This is an optimization exercise on Yosys and OpenROAD, whose aim is a short achievable clock period and few clock cycles, not a production implementation. Where RTL was checked, it was by simulation tests only, not by an equivalence proof against the original. The flow treats the clock pin as an ideal source. Dropping or thinning the clock tree relies on that and would not hold on a real chip. Power is estimated from default activity; no workload was simulated.

Setup of the reference run:
## acb_stream
module acb_stream (
    input  wire        clk,
    input  wire        rst,
    input  wire        start,
    input  wire [1:0]  op,
    input  wire [15:0] arg0,
    input  wire [12:0] in_len,
    output reg         done,
    output reg  [12:0] out_len,
    output reg  [12:0] in_pos,
    output reg  [2:0]  err_code,
    output reg  [15:0] err_info,
    output wire [11:0] in_addr,
    input  wire [7:0]  in_rdata,
    output wire [11:0] out_raddr,
    input  wire [7:0]  out_rdata,
    output reg         out_we,
    output reg  [11:0] out_waddr,
    output reg  [7:0]  out_wdata
);
    localparam [2:0] E_NONE       = 3'd0;
    localparam [2:0] E_INVALIDARG = 3'd1;
    localparam [2:0] E_ILLEGAL    = 3'd2;
    localparam [2:0] E_UNEXPEND   = 3'd3;
    localparam [2:0] E_DATA       = 3'd4;
    localparam [2:0] E_CAPACITY   = 3'd5;
    localparam [1:0] SEL_LIT = 2'd0,    
                     SEL_MEM = 2'd1,    
                     SEL_H1  = 2'd2,    
                     SEL_H2  = 2'd3;    
    localparam [2:0] I_ZERO = 3'd0, I_HP = 3'd1, I_HP1 = 3'd2, I_HPM2 = 3'd3,
                     I_CAP  = 3'd4, I_ARG = 3'd5, I_OP = 3'd6;
    reg        st_r;        
    reg [1:0]  op_r;
    reg [15:0] arg_r;
  ...
Size in the first run: roughly 2100 cells after synthesis, roughly 420 flip-flops.
==> flow/config.mk <==
export PLATFORM = sky130hd
export DESIGN_NAME = acb_stream
export DESIGN_NICKNAME = acb_stream
export VERILOG_FILES = /design/flow/design.v
export SDC_FILE = /design/flow/constraint.sdc
export NUM_CORES = 4
export LEC_CHECK = 0
export CAP_MARGIN = 20
export CORE_MARGIN = 2
export CORE_UTILIZATION = 40
export SLEW_MARGIN = 20
==> flow/constraint.sdc <==
create_clock -name core_clock -period 10.0 [get_ports {clk}]
set_input_delay 2.0000 -clock core_clock [delete_from_list [all_inputs] [get_ports {clk}]]
set_output_delay 2.0000 -clock core_clock [all_outputs]
set_load 0.01 [all_outputs]
standard.sh (not shown) runs the stock make flow with config.mk's settings and CLKGATE_MAP_FILE= SYNTH_SCRIPT=/design/flow/synth_recipe.tcl, a recipe that flattens the netlist after the stock synthesis.
==> flow/flow/run.sh <==
#!/bin/bash
HERE=$(pwd)
bash standard.sh SETUP_SLACK_MARGIN=7.5 ABC_CLOCK_PERIOD_IN_PS=3000 CORE_UTILIZATION=65 PLACE_DENSITY=0.75 PRE_CTS_TCL=$HERE/flow/star_cts.tcl finish > flow_standard.log 2>&1
Other scripts of this flow, unchanged in this note and not shown: flow/flow/star_cts.tcl
Testbench counts of the reference run, summed over its fixed seeds: cycles 269,648.
[inputs] the trial run vs the reference run
--- a/flow/design.v
+++ b/flow/design.v
@@ -42,17 +42,16 @@
     reg        remz, rem1;  
     reg [12:0] P;           
     reg [12:0] room;        
     reg        roomz;       
     reg [7:0]  z;           
     reg        zf;          
     reg [8:0]  fsh;         
     reg        exh;         
-    reg        one;         
     reg        pf;          
     reg [4:0]  cc;          
     reg        cact;        
     reg [1:0]  csel;        
     reg        bad_r;       
     reg [11:0] ia;          
     reg [11:0] na;          
     reg        iv;          
@@ -78,17 +77,16 @@
     reg [1:0]  e_sel;
     reg [7:0]  e_byte;
     reg [1:0]  pop;
     reg        fin;         
     reg [2:0]  f_code;
     reg [2:0]  f_info;
     reg        mstart;      
     reg        fload;       
-    reg        fload1;      
     reg        zset, zinc, zclr;
     wire [11:0] m_off = {w0[7:4], w1};
     wire        m_bad = (m_off == 12'd0) || ({1'b0, m_off} > P) ||
                         ({9'd0, w0[3:0]} + 13'd3 > room);
     wire [11:0] m_src  = P[11:0] - m_off;
     wire [11:0] m_src1 = P[11:0] + 12'd1 - m_off;
     wire [1:0]  m_sel = (m_off == 12'd1) ? SEL_H1 :
                         (m_off == 12'd2) ? SEL_H2 : SEL_MEM;
@@ -97,17 +95,16 @@
         e_sel  = SEL_LIT;
         e_byte = 8'h00;
         pop    = 2'd0;
         fin    = 1'b0;
         f_code = E_NONE;
         f_info = I_ZERO;
         mstart = 1'b0;
         fload  = 1'b0;
-        fload1 = 1'b0;
         zset   = 1'b0;
         zinc   = 1'b0;
         zclr   = 1'b0;
         if (st_r) begin
             if (op_r == 2'd3) begin
                 fin = 1'b1; f_code = E_ILLEGAL; f_info = I_OP;
             end else if (op_r == 2'd2 && arg_r > 16'd4096) begin
                 fin = 1'b1; f_code = E_INVALIDARG; f_info = I_ARG;
@@ -169,19 +166,16 @@
                     end else if (v0) begin
                         pop = 2'd1; fload = 1'b1;
                     end
                 end else if (fsh[8]) begin
                     if (remz) begin
                         fin = 1'b1; f_code = E_UNEXPEND; f_info = I_HP;
                     end else if (v0) begin
                         emit = 1'b1; e_byte = w0; pop = 2'd1;
-                        if (one && v1 && !rem1) begin
-                            pop = 2'd2; fload1 = 1'b1;
-                        end
                     end
                 end else begin
                     if (remz || rem1) begin
                         fin = 1'b1; f_code = E_UNEXPEND; f_info = I_HP;
                     end else if (v1) begin
                         emit = 1'b1; pop = 2'd2; mstart = 1'b1;
                         e_sel = m_sel;
                     end
@@ -366,27 +360,20 @@
             csel <= m_sel;
         end
         ra <= cact ? sr : m_src;
         sr <= cact ? sr + 12'd1 : m_src1;
         na <= go ? 12'd2 : na + {11'd0, ivn};
         if (fload) begin
             fsh <= {w0, 1'b1};
             exh <= 1'b0;
-            one <= 1'b0;
             pf  <= cact;
-        end else if (fload1) begin
-            fsh <= {w1, 1'b1};
-            exh <= 1'b0;
-            one <= 1'b0;
-            pf  <= 1'b1;
         end else if (emit && !cact) begin
             fsh <= {fsh[7:0], 1'b0};
             exh <= (fsh[6:0] == 7'd0);
-            one <= (fsh[6:0] == 7'h40);
             pf  <= 1'b0;
         end
         if (fin) begin
             r_code <= f_code;
             r_isel <= f_info;
             r_pos  <= (f_code == E_NONE);
             r_dec  <= (f_code == E_DATA);
         end
@@ -403,17 +390,16 @@
             P      <= 13'd0;
             room   <= arg_r[12:0];
             roomz  <= (arg_r[12:0] == 13'd0);
             arg_hi <= arg_r[15:13];
             zf     <= 1'b0;
             cact   <= 1'b0;
             fsh    <= 9'h100;
             exh    <= 1'b1;
-            one    <= 1'b0;
             pf     <= 1'b0;
         end
         p1_sel <= e_sel;
         p1_b   <= e_byte;
         p2_sel <= p1_sel;
         p2_b   <= p1_b;
         out_wdata <= wd;
         if (p2_v) begin
--- outcome ---
Between the trial run and the reference run, it is the trial run whose synthesized instance count is higher, by about 1.1%.
Summary of the trial run over the reference run: average cell area after synthesis dropped 0.40%, total of fill cells in the finished design went down about 3.4%, share of total power in the clock network grew by 6.3 points, portion of total power attributed to combinational logic shrank by 12 points.
Delta(worst setup slack, the trial run - the reference run) < 0
Global-route usage on the trial run is up relative to the reference run.
Number of ports placed on the die boundary: the reference run vs the trial run identical
Any difference in stage delay of the slowest cell on the critical path between the trial run and the reference run is small enough to ignore.
Comparing the two runs side by side, the trial run comes out behind the reference run on post-layout minimum cycle time.
Testbench counts of the trial run, summed over its fixed seeds: cycles 270,399.
In every run of this note, the design's own scripts or RTL, not TritonCTS, make the clock network.

Another version of the RTL of acb_stream (not shown whole).
For scale: about 1,800 cells after synthesis, ~440 flip-flops.
==> flow/config.mk <==
export PLATFORM = sky130hd
export DESIGN_NAME = acb_stream
export DESIGN_NICKNAME = acb_stream
export VERILOG_FILES = /design/flow/design.v
export SDC_FILE = /design/flow/constraint.sdc
export NUM_CORES = 4
export LEC_CHECK = 0
export CAP_MARGIN = 20
export CORE_MARGIN = 2
export CORE_UTILIZATION = 40
export SLEW_MARGIN = 20
==> flow/constraint.sdc <==
create_clock -name core_clock -period 10.0 [get_ports {clk}]
set_input_delay 2.0000 -clock core_clock [delete_from_list [all_inputs] [get_ports {clk}]]
set_output_delay 2.0000 -clock core_clock [all_outputs]
set_load 0.01 [all_outputs]
==> flow/flow/run.sh <==
#!/bin/bash
bash standard.sh SETUP_SLACK_MARGIN=7 ABC_CLOCK_PERIOD_IN_PS=3000 finish > flow_standard.log 2>&1
Change:
--- a/flow/design.v
+++ b/flow/design.v
@@ -193,29 +193,24 @@
     reg [7:0]  p1_b, p2_b;
     reg        p1_fin, p2_fin;
     reg [2:0]  p1_code;
     reg [2:0]  p1_info;
     reg        p1_pos;       
     reg        p1_pf;
     reg [11:0] wa;           
-    reg [7:0]  h1;           
     reg [7:0]  h2;           
-    reg [12:0] r_len;        
-    reg [12:0] r_pos;
-    reg [2:0]  r_code;
-    reg [15:0] r_info;
     assign out_raddr = ra;
     wire busy = st_r | run | p1_fin | p2_fin;
     wire go   = start & ~busy;
     reg [7:0] wd;
     always @(*) begin
         case (p2_sel)
             SEL_LIT: wd = p2_b;
             SEL_MEM: wd = out_rdata;
-            SEL_H1:  wd = h1;
+            SEL_H1:  wd = out_wdata;
             default: wd = h2;
         endcase
     end
     integer k;
     reg [7:0] qc0 [0:7];
     reg [7:0] qc1 [0:7];
     reg [7:0] qc2 [0:7];
@@ -242,39 +237,44 @@
     wire [12:0] rem_m1 = rem - 13'd1;
     wire [12:0] rem_m2 = rem - 13'd2;
     wire        rem2   = (rem == 13'd2);
     wire        rem3   = (rem == 13'd3);
     wire        room1  = (room == 13'd1);
     always @(posedge clk) begin
         op_r  <= op;
-        out_len  <= r_len;
-        in_pos   <= r_pos;
-        err_code <= r_code;
-        err_info <= r_info;
-        out_wdata <= wd;
-        out_waddr <= wa;
-        ra <= cact ? ra + 12'd1 : m_src;
         arg_r <= arg0;
         len_r <= in_len;
         ird   <= in_rdata;
         if (rst) begin
             st_r   <= 1'b0;
             run    <= 1'b0;
             bad_r  <= 1'b0;
+            m_cmp  <= 1'b0;
+            m_dec  <= 1'b0;
+            m_mat  <= 1'b0;
             iv     <= 1'b0;
             rv     <= 1'b0;
             irv    <= 1'b0;
             ia     <= 12'd0;
             n      <= 4'd0;
             p1_v   <= 1'b0;
             p2_v   <= 1'b0;
             p1_fin <= 1'b0;
             p2_fin <= 1'b0;
             out_we <= 1'b0;
             done   <= 1'b0;
+            out_len  <= 13'd0;
+            in_pos   <= 13'd0;
+            err_code <= E_NONE;
+            err_info <= 16'd0;
+            zf     <= 1'b0;
+            zcf    <= 1'b0;
+            cact   <= 1'b0;
+            exh    <= 1'b1;
+            pf     <= 1'b0;
         end else begin
             st_r <= go;
             irv <= rv;
             if (go) begin
                 rv <= 1'b1;
                 iv <= 1'b1;
                 ia <= 12'd1;
@@ -310,16 +310,16 @@
             if (emit) begin
                 P     <= P + 13'd1;
                 room  <= room - 13'd1;
                 roomz <= room1;
             end
             bad_r <= mstart && m_bad;
             if (mstart) begin
-                r_len  <= P;
-                r_info <= {3'd0, hp};
+                out_len  <= P;
+                err_info <= {3'd0, hp};
             end
             if (fin && run) begin
                 run <= 1'b0;
                 n   <= 4'd0;
             end
             if (zset) begin
                 z <= 8'd1; zf <= 1'b1;
@@ -336,18 +336,20 @@
                     zc  <= w1;
                     zcf <= !w1z;
                 end
             end
             if (cact) begin
                 cc   <= cc - 5'd1;
                 cact <= (cc != 5'd1);
+                ra   <= ra + 12'd1;
             end else if (mstart) begin
                 cc   <= {1'b0, w0[3:0]} + 5'd2;
                 cact <= 1'b1;
                 csel <= m_sel;
+                ra   <= m_src;
             end
             if (fload) begin
                 fsh <= {w0, 1'b1};
                 exh <= 1'b0;
                 pf  <= cact;
             end else if (emit && !cact) begin
                 fsh <= {fsh[7:0], 1'b0};
@@ -389,29 +391,30 @@
             p2_v    <= p1_v && !bad_r;
             p2_sel  <= p1_sel;
             p2_b    <= p1_b;
             p2_fin  <= p1_fin;
             out_we  <= p2_v;
             done    <= p2_fin;
             if (p2_v) begin
-                h1 <= wd;
-                h2 <= h1;
-                wa <= wa + 12'd1;
+                out_wdata <= wd;
+                h2        <= out_wdata;
+                out_waddr <= wa;
+                wa        <= wa + 12'd1;
             end
             if (p1_fin) begin
-                r_code <= p1_code;
+                err_code <= p1_code;
                 if (p1_code != E_DATA) begin
-                    r_len <= P;
+                    out_len <= P;
                     case (p1_info)
-                        I_HP:    r_info <= {3'd0, hp};
-                        I_LEN:   r_info <= {3'd0, len};
-                        I_CAP:   r_info <= 16'd4096;
-                        I_ARG:   r_info <= arg_h;
-                        I_OP:    r_info <= 16'd3;
-                        default: r_info <= 16'd0;
+                        I_HP:    err_info <= {3'd0, hp};
+                        I_LEN:   err_info <= {3'd0, len};
+                        I_CAP:   err_info <= 16'd4096;
+                        I_ARG:   err_info <= arg_h;
+                        I_OP:    err_info <= 16'd3;
+                        default: err_info <= 16'd0;
                     endcase
                 end
-                r_pos <= !p1_pos ? 13'd0 : p1_pf ? hp - 13'd1 : hp;
+                in_pos <= !p1_pos ? 13'd0 : p1_pf ? hp - 13'd1 : hp;
             end
         end
     end
 endmodule
Outcome: Clock power came out lower by 12%. Count of clock-buffer cells in the layout came out lower by 4. Wire length came out higher by 9.1%. Power came out lower by 14%. Core utilization came out lower by 0.11 points. Worst setup slack got worse by 0.082 ns. Via count came out higher by 8.2%. Global-route usage came out higher by 2.5 points. Worst hold slack improved by 0.073 ns. Final area came out lower by 2.8%. Final cell count came out higher by 3.6%. Critical path depth is unchanged. Synthesized cell count came out higher by 6.0%.
No run of this note included a check of the RTL's function; only the layout flow was run.

== P ==
acb_stream, a different RTL version from the one above (not shown whole).
Size in the first run: about 2,000 cells after synthesis, ~400 flip-flops, roughly 21,000 um2 of cells after synthesis.
clock: 10.0 ns
lec_check: 0
cap_margin: 20
core_margin: 2
core_utilization: 40
slew_margin: 20
==> flow/flow/run.sh <==
#!/bin/bash
HERE=$(pwd)
bash standard.sh SETUP_SLACK_MARGIN=7.5 ABC_CLOCK_PERIOD_IN_PS=3000 CORE_UTILIZATION=65 PLACE_DENSITY=0.75 PRE_CTS_TCL=$HERE/flow/star_cts.tcl finish > flow_standard.log 2>&1
Other scripts of this flow, unchanged in this note and not shown: flow/flow/star_cts.tcl
Modified inputs, Q compared to P
--- a/flow/design.v
+++ b/flow/design.v
@@ -55,25 +55,27 @@
     reg [1:0]  csel;        
     reg        bad_r;       
     reg [11:0] ia;          
     reg [11:0] na;          
     reg        iv;          
     reg        rv;          
     reg [7:0]  B  [0:7];
+    reg        Bz [0:7];    
     reg [2:0]  wp, rp;
     reg [3:0]  n;           
     reg [7:0]  H0, H1;
+    reg        H0z, H1z;
     reg        hv0, hv1;    
     assign in_addr = ia;
     wire v0 = hv0;
     wire v1 = hv1;
     wire [7:0] w0 = H0;
     wire [7:0] w1 = H1;
-    wire w0z = (H0 == 8'h00);
-    wire w1z = (H1 == 8'h00);
+    wire w0z = H0z;
+    wire w1z = H1z;
     wire full = P[12];      
     reg        emit;        
     reg [1:0]  e_sel;
     reg [7:0]  e_byte;
     reg [1:0]  pop;
     reg        fin;         
     reg [2:0]  f_code;
@@ -220,20 +222,23 @@
             SEL_H1:  wd = h1;
             default: wd = h2;
         endcase
     end
     integer k;
     wire      push = rv & (run | st_r);                   
     wire      ivn  = ({1'b0, n} + rv + iv < 5'd8);        
+    wire      irdz = (in_rdata == 8'h00);
     reg [7:0] cb  [0:3];
+    reg       cbz [0:3];
     reg [2:0] ci;
     always @(*) begin
         for (k = 0; k < 4; k = k + 1) begin
             ci     = rp + k;
             cb[k]  = (push && wp == ci) ? in_rdata : B[ci];
+            cbz[k] = (push && wp == ci) ? irdz : Bz[ci];
         end
     end
     wire [3:0]  n_p0   = n + {3'd0, push};
     wire [3:0]  n_p1   = n + {3'd0, push} - 4'd1;
     wire [3:0]  n_p2   = n + {3'd0, push} - 4'd2;
     wire [12:0] hp_p1  = hp + 13'd1;
     wire [12:0] hp_p2  = hp + 13'd2;
@@ -322,26 +327,27 @@
     end
     always @(posedge clk) begin
         op_r  <= op;
         arg_r <= arg0;
         len_r <= in_len;
         if (push) begin
             B[wp]  <= in_rdata;
+            Bz[wp] <= irdz;
         end
         case (pop)
             2'd0: begin
-                H0 <= cb[0]; H1 <= cb[1];
+                H0 <= cb[0]; H0z <= cbz[0]; H1 <= cb[1]; H1z <= cbz[1];
             end
             2'd1: begin
-                H0 <= cb[1]; H1 <= cb[2];
+                H0 <= cb[1]; H0z <= cbz[1]; H1 <= cb[2]; H1z <= cbz[2];
                 hp <= hp_p1; rem <= rem_m1;
                 remz <= rem1; rem1 <= rem2;
             end
             default: begin
-                H0 <= cb[2]; H1 <= cb[3];
+                H0 <= cb[2]; H0z <= cbz[2]; H1 <= cb[3]; H1z <= cbz[3];
                 hp <= hp_p2; rem <= rem_m2;
                 remz <= rem2; rem1 <= rem3;
             end
         endcase
         if (emit) begin
             P     <= P + 13'd1;
             room  <= room - 13'd1;
==> results.txt <==
Compared with P, in Q multiplexer area fraction after synthesis rose 0.67 points; final worst-path cycle share rose 0.72 points; fraction of layout cells with a size suffix above 1 fell 1.1 points.
The lower average detailed-routed wire length per instance of P and Q is in Q.
Q vs P, end point of the critical path: H0z$_DFF_P_ vs rv$_SDFF_PP0_
Q against P: highest cell delay on the worst timing path grew by 0.06 ns, via count shrank by 4.1%.
Function was not checked in any run of this note: the RTL went through the layout flow alone. In every run of this note, the design's own scripts or RTL, not TritonCTS, make the clock network.

## port drivers added, routing unchanged
No port has a modelled driver above. Below, the same layouts with a new extraction and two added sets of constraints.
Step 1 assumes that a clkbuf_16 drives the clock port and a buf_2 every other input.
Step 2 times the ports against the registers' clock, not the clock port: input delays grow and output delays shrink by t, the midpoint of the rising clock arrivals with the driver on.
Three values: ideal, step 1, step 2; two values: the first two.
run | t (ns) | slack for setup (ns) | hold slack, ns | slew at the worst register clock pin (ns)
the reference run | 0.454 | 7.203 / 7.096 / 7.128 | 0.321 / 0.321 / 0.321 | 0.07 / 0.07
the trial run | 0.480 | 7.197 / 7.069 / 7.138 | 0.329 / 0.329 / 0.329 | 0.08 / 0.08
the first run of note 2 | 0.649 | 6.946 / 6.888 / 6.443 | 0.341 / 0.341 / 0.341 | 0.07 / 0.07
the second run of note 2 | 0.619 | 6.864 / 6.808 / 6.502 | 0.414 / 0.414 / 0.414 | 0.06 / 0.06
P | 0.474 | 7.138 / 7.032 / 6.728 | 0.316 / 0.316 / 0.316 | 0.08 / 0.08
Q | 0.464 | 7.066 / 7.069 / 6.670 | 0.326 / 0.326 / 0.326 | 0.08 / 0.08
After both steps every run listed still meets setup and hold. The setup slack of the first run of note 2, which loses most, moves by -0.058 ns with the drivers and by -0.503 ns with both steps.
